From an optimization exercise on the open Yosys and OpenROAD flow, aimed at small area, a short achievable clock period and few clock cycles; shortcuts taken in it are not production practice.
Power is estimated from default activity; no workload was simulated.

## job 103
==> flow/design.v <==
module swath_engine (
    input  wire        clk,
    input  wire        rst,
    input  wire        in_valid,
    output wire        in_ready,
    input  wire [5:0]  in_swath,
    input  wire        in_mirror,
    input  wire [63:0] in_sh_l,
    input  wire [63:0] in_sh_r,
    input  wire [63:0] in_lv_l,
    input  wire [63:0] in_lv_r,
    output wire        ev_valid,
    input  wire        ev_ready,
    output wire [15:0] ev_data,
    output wire        res_valid,
    output wire [6:0]  res_k
);
    localparam [2:0] G_IDLE   = 3'd0,    
                     G_SELCOL = 3'd1,
                     G_RCMD   = 3'd2,
                     G_RSEL   = 3'd3,
                     G_DATA   = 3'd4,
                     G_WR     = 3'd5,
                     G_END    = 3'd6;
    localparam [3:0] K_CMD = 4'd1, K_DATA = 4'd2, K_SELCOL = 4'd3,
                     K_SELROW = 4'd4, K_WRITE = 4'd5, K_END = 4'd6;
    wire [63:0] d_l  = in_sh_l ^ in_lv_l;
    wire [63:0] d_r  = in_sh_r ^ in_lv_r;
    wire [63:0] t_l  = {64{in_mirror}} & d_r;
    wire [63:0] t_r  = {64{in_mirror}} & d_l;
    wire [63:0] wl_m = (in_sh_l | t_l) & (~in_lv_l | t_l);
    wire [63:0] wr_m = (in_sh_r | t_r) & (~in_lv_r | t_r);
    wire [63:0] any_n   = d_l | d_r;
    reg [63:0] any, wl, wr;      
    reg [5:0]  sw;
    reg        rdy;              
    reg        full;             
    reg        fresh;            
    reg        men;              
    reg [7:0]  bq;               
    reg        bq_ok;            
    reg        sel;              
    reg        xv;               
    reg [5:0]  ridx;             
    reg        rbl, rbr;         
    reg        xd;               
    reg        rlast;            
    reg [2:0]  gs;               
    reg        first;            
    reg        last;             
    reg        bl, br;           
    reg [6:0]  k;                
    reg        evv, evend;
    reg [15:0] evd;
    reg        endr;             
    reg        resv;
    reg [6:0]  resk;
    reg [1:0]  nq;               
    reg [5:0]  cq;               
    reg        hold;             
    reg [63:0] pre;              
    integer i;
    always @(*) begin
        pre[0] = 1'b0;
        for (i = 1; i < 64; i = i + 1) pre[i] = pre[i-1] | any[i-1];
    end
    wire [63:0] lo = any & ~pre;
    reg  [5:0]  lo_idx;
    integer j;
    always @(*) begin
        lo_idx = 6'd0;
        for (j = 0; j < 64; j = j + 1) lo_idx = lo_idx | ({6{lo[j]}} & j[5:0]);
    end
    wire lo_l  = |(lo & wl);
    wire lo_r  = |(lo & wr);
    wire sb       = ~|any;                       
    wire ext      = full & sel & ~xv;            
    wire adv      = ~evv | ev_ready;
    wire gen_rsel = adv & (gs == G_RSEL);
    wire start    = adv & (gs == G_IDLE) & full & ~sel & ~sb;
    wire take     = in_valid & rdy;
    wire retire   = full & ~sel & sb;            
    wire nb_new   = fresh & full & ~sb;          
    wire drain    = ~endr & cq[0] & ~hold;
    assign in_ready  = rdy;
    assign ev_valid  = evv;
    assign ev_data   = evd;
    assign res_valid = resv;
    assign res_k     = resk;
    wire       full_n = take | (full & ~sb);
    wire [1:0] nq_n   = nb_new ? (endr ? nq : {nq[0], 1'b1})
                               : (endr ? {1'b0, nq[1]} : nq);
    wire       hold_n = (retire & nq[0] | hold) & ~endr;
    wire [5:0] cq_n   = retire ? (drain ? cq : {cq[4:0], 1'b1})
                               : (drain ? {1'b0, cq[5:1]} : cq);
    wire       slot_n = take ? (bq_ok & (&bq)) : ~full_n;
    wire       rdy_n  = slot_n & ~cq_n[4] & ~(nq_n[0] & ~hold_n & cq_n[0]);
    always @(posedge clk) begin
        if (men) begin
            any <= any_n;
            wl  <= wl_m;
            wr  <= wr_m;
            sw  <= in_swath;
        end else if (ext) begin
            any <= any & pre;
        end
        for (i = 0; i < 8; i = i + 1) bq[i] <= ~|any_n[8*i +: 8];
        if (ext) begin
            ridx  <= lo_idx;
            rbl   <= lo_l;
            rbr   <= lo_r;
        end
    end
    always @(posedge clk) begin
        if (gen_rsel) begin
            bl   <= rbl;
            br   <= rbr;
            last <= xd ? sb : rlast;
            k    <= first ? 7'd1 : k + 7'd1;
        end
        if (adv) begin
            case (gs)
                G_IDLE:   evd <= {K_CMD, 12'd0};
                G_SELCOL: evd <= {K_SELCOL, sw, sw};
                G_RCMD:   evd <= {K_CMD, 12'd0};
                G_RSEL:   evd <= {K_SELROW, ridx, ridx};
                G_DATA:   evd <= {K_DATA, 12'd0};
                G_WR:     evd <= {K_WRITE, 4'd0, {4{br}}, {4{bl}}};
                default:  evd <= {K_END, 12'd0};
            endcase
            evend <= (gs == G_END);
        end
        resk <= endr ? k : 7'd0;
    end
    always @(posedge clk) begin
        if (rst) begin
            rdy   <= 1'b1;
            full  <= 1'b0;
            fresh <= 1'b0;
            bq_ok <= 1'b0;
            men   <= 1'b1;
            xd    <= 1'b0;
            sel   <= 1'b0;
            xv    <= 1'b0;
            gs    <= G_IDLE;
            first <= 1'b0;
            evv   <= 1'b0;
            endr  <= 1'b0;
            resv  <= 1'b0;
            nq    <= 2'd0;
            cq    <= 6'd0;
            hold  <= 1'b0;
        end else begin
            bq_ok <= in_valid & ~take;
            men   <= slot_n;
            xd    <= ext;
            if (xd) rlast <= sb;
            if (take)                            sel <= 1'b0;
            else if (adv && gs == G_SELCOL)      sel <= 1'b1;
            if (ext)           xv <= 1'b1;
            else if (gen_rsel) xv <= 1'b0;
            if (adv) begin
                case (gs)
                    G_IDLE: begin
                        evv <= full & ~sb;
                        if (full & ~sb) gs <= G_SELCOL;
                    end
                    G_SELCOL: begin evv <= 1'b1; gs <= G_RCMD; end
                    G_RCMD:   begin evv <= 1'b1; gs <= G_RSEL; end
                    G_RSEL:   begin evv <= 1'b1; gs <= G_DATA; end
                    G_DATA:   begin evv <= 1'b1; gs <= G_WR;   end
                    G_WR:     begin evv <= 1'b1; gs <= last ? G_END : G_RCMD; end
                    default:  begin evv <= 1'b1; gs <= G_IDLE; end
                endcase
            end
            if (start)         first <= 1'b1;
            else if (gen_rsel) first <= 1'b0;
            endr  <= evv & ev_ready & evend;
            rdy   <= rdy_n;
            full  <= full_n;
            fresh <= take;
            resv  <= endr | drain;
            nq    <= nq_n;
            cq    <= cq_n;
            hold  <= hold_n;
        end
    end
endmodule
Settings: LEC_CHECK=0, CAP_MARGIN=20, CORE_MARGIN=2, CORE_UTILIZATION=65, PLACE_DENSITY=0.75, SLEW_MARGIN=20; clock period 10.0 ns.
standard.sh (not shown) runs the stock make flow with config.mk's settings and CLKGATE_MAP_FILE= SYNTH_SCRIPT=/design/flow/synth_recipe.tcl, a recipe that flattens the netlist after the stock synthesis.
==> flow/flow/run.sh <==
#!/bin/bash
# Layout flow: the standard ORFS flow (standard synthesis, unchanged),
# with small port buffers and the timing repair aimed at extra setup slack.
set -euo pipefail
export BUFFER_PORTS_ARGS="-buffer_cell sky130_fd_sc_hd__buf_1"
export SETUP_SLACK_MARGIN=6.5
bash standard.sh > orfs_make.log 2>&1
#### Input delta (job 104 over job 103)
--- a/flow/design.v
+++ b/flow/design.v
@@ -36,9 +36,8 @@
     reg        rdy;              
     reg        full;             
     reg        fresh;            
     reg        men;              
-    reg [7:0]  bq;               
     reg        bq_ok;            
     reg        sel;              
     reg        xv;               
     reg [5:0]  ridx;             
@@ -57,24 +56,42 @@
     reg [6:0]  resk;
     reg [1:0]  nq;               
     reg [5:0]  cq;               
     reg        hold;             
-    reg [63:0] pre;              
-    integer i;
+    integer    i;
+    reg  [7:0]  gf;              
+    reg  [7:0]  gp;              
+    reg  [63:0] ip;              
+    integer a, b;
     always @(*) begin
-        pre[0] = 1'b0;
-        for (i = 1; i < 64; i = i + 1) pre[i] = pre[i-1] | any[i-1];
-    end
-    wire [63:0] lo = any & ~pre;
+        gp[0] = 1'b0;
+        for (a = 1; a < 8; a = a + 1) gp[a] = gp[a-1] | gf[a-1];
+        for (a = 0; a < 8; a = a + 1) begin
+            ip[8*a] = 1'b0;
+            for (b = 1; b < 8; b = b + 1) ip[8*a+b] = ip[8*a+b-1] | any[8*a+b-1];
+        end
+    end
+    wire [7:0]  gl  = gf & ~gp;              
+    wire [63:0] pre = {{8{gp[7]}}, {8{gp[6]}}, {8{gp[5]}}, {8{gp[4]}},
+                       {8{gp[3]}}, {8{gp[2]}}, {8{gp[1]}}, {8{gp[0]}}} | ip;
+    wire [63:0] li  = any & ~ip;             
     reg  [5:0]  lo_idx;
-    integer j;
+    reg         lo_l, lo_r;
+    integer c, d;
     always @(*) begin
         lo_idx = 6'd0;
-        for (j = 0; j < 64; j = j + 1) lo_idx = lo_idx | ({6{lo[j]}} & j[5:0]);
-    end
-    wire lo_l  = |(lo & wl);
-    wire lo_r  = |(lo & wr);
-    wire sb       = ~|any;                       
+        lo_l   = 1'b0;
+        lo_r   = 1'b0;
+        for (c = 0; c < 8; c = c + 1) begin
+            lo_idx[5:3] = lo_idx[5:3] | ({3{gl[c]}} & c[2:0]);
+            for (d = 0; d < 8; d = d + 1) begin
+                lo_idx[2:0] = lo_idx[2:0] | ({3{gl[c] & li[8*c+d]}} & d[2:0]);
+                lo_l = lo_l | (gl[c] & li[8*c+d] & wl[8*c+d]);
+                lo_r = lo_r | (gl[c] & li[8*c+d] & wr[8*c+d]);
+            end
+        end
+    end
+    wire sb       = ~|gf;                        
     wire ext      = full & sel & ~xv;            
     wire adv      = ~evv | ev_ready;
     wire gen_rsel = adv & (gs == G_RSEL);
     wire start    = adv & (gs == G_IDLE) & full & ~sel & ~sb;
@@ -92,9 +109,9 @@
                                : (endr ? {1'b0, nq[1]} : nq);
     wire       hold_n = (retire & nq[0] | hold) & ~endr;
     wire [5:0] cq_n   = retire ? (drain ? cq : {cq[4:0], 1'b1})
                                : (drain ? {1'b0, cq[5:1]} : cq);
-    wire       slot_n = take ? (bq_ok & (&bq)) : ~full_n;
+    wire       slot_n = take ? (bq_ok & sb) : ~full_n;
     wire       rdy_n  = slot_n & ~cq_n[4] & ~(nq_n[0] & ~hold_n & cq_n[0]);
     always @(posedge clk) begin
         if (men) begin
             any <= any_n;
@@ -103,9 +120,14 @@
             sw  <= in_swath;
         end else if (ext) begin
             any <= any & pre;
         end
-        for (i = 0; i < 8; i = i + 1) bq[i] <= ~|any_n[8*i +: 8];
+        for (i = 0; i < 8; i = i + 1) begin
+            if (men)
+                gf[i] <= |any_n[8*i +: 8];
+            else if (ext && gl[i])
+                gf[i] <= |(any[8*i +: 8] & ip[8*i +: 8]);    
+        end
         if (ext) begin
             ridx  <= lo_idx;
             rbl   <= lo_l;
             rbr   <= lo_r;
@@ -150,9 +172,9 @@
             nq    <= 2'd0;
             cq    <= 6'd0;
             hold  <= 1'b0;
         end else begin
-            bq_ok <= in_valid & ~take;
+            bq_ok <= in_valid & men & ~take;
             men   <= slot_n;
             xd    <= ext;
             if (xd) rlast <= sb;
             if (take)                            sel <= 1'b0;
Notes after the runs:
Job 104 has completed all stages; timing, DRC and antenna checks passed.
The routed length on met2 of job 103 and that of job 104 are within noise of each other.
Across both runs, worst path setup slack after routing was higher for job 104 than for job 103.
Changes observed in job 104 relative to job 103: final-stage net count went up by 40, arithmetic-cell share of the synthesized area counting full adders, half adders and majority gates went up by 0.70 points, fraction of the cycle the final worst path needs went down by 1.3 points, reported combinational group power went up by 5.9%.
When job 104 is measured against job 103, its cell count turns out 47 higher.
Job 103 ended up with sky130_fd_sc_hd__or4_4 as its slowest cell on the critical path; job 104 ended up with sky130_fd_sc_hd__edfxtp_1.
The synthesized area in job 104 sits about 3% above the value recorded for job 103.
Number of nets produced by synthesis: job 103 and job 104 compared, higher one is job 104
Taking job 103 as the reference, in job 104 endpoint arrival time on the critical path went down; via count rose by about 3%; sequential share of layout area now sits lower; data required time of the worst path went down 0.18 ns.
Function was not checked in any run of this note: the RTL went through the layout flow alone.

port drivers added, routing unchanged:
Ports are ideal in the flow. The routed layouts listed here were re-timed in OpenROAD.
Step 1: set_driving_cell puts a clkbuf_16 on clk and a buf_2 on each other input, an assumption about the parent block.
Step 2 times the ports against the registers' clock, not the clock port: input delays grow and output delays shrink by t, the midpoint of the rising clock arrivals with the driver on.
Slacks: no drivers / after step 1 / after step 2; pairs: no drivers / after step 1.
run	t (ns)	slack for setup (ns)	hold WS [ns]	clock arrival spread, ns	slew at the worst register clock pin (ns)
job 103	0.605	6.646 / 6.646 / 6.479	0.481 / 0.481 / 0.481	0.027 / 0.027	0.07 / 0.07
job 104	0.595	6.771 / 6.771 / 6.332	0.436 / 0.436 / 0.436	0.013 / 0.013	0.07 / 0.07
After both steps every run listed still meets setup and hold. For job 104, which loses most, drivers alone change the setup slack by 0.000 ns; drivers and shift together by -0.439 ns.
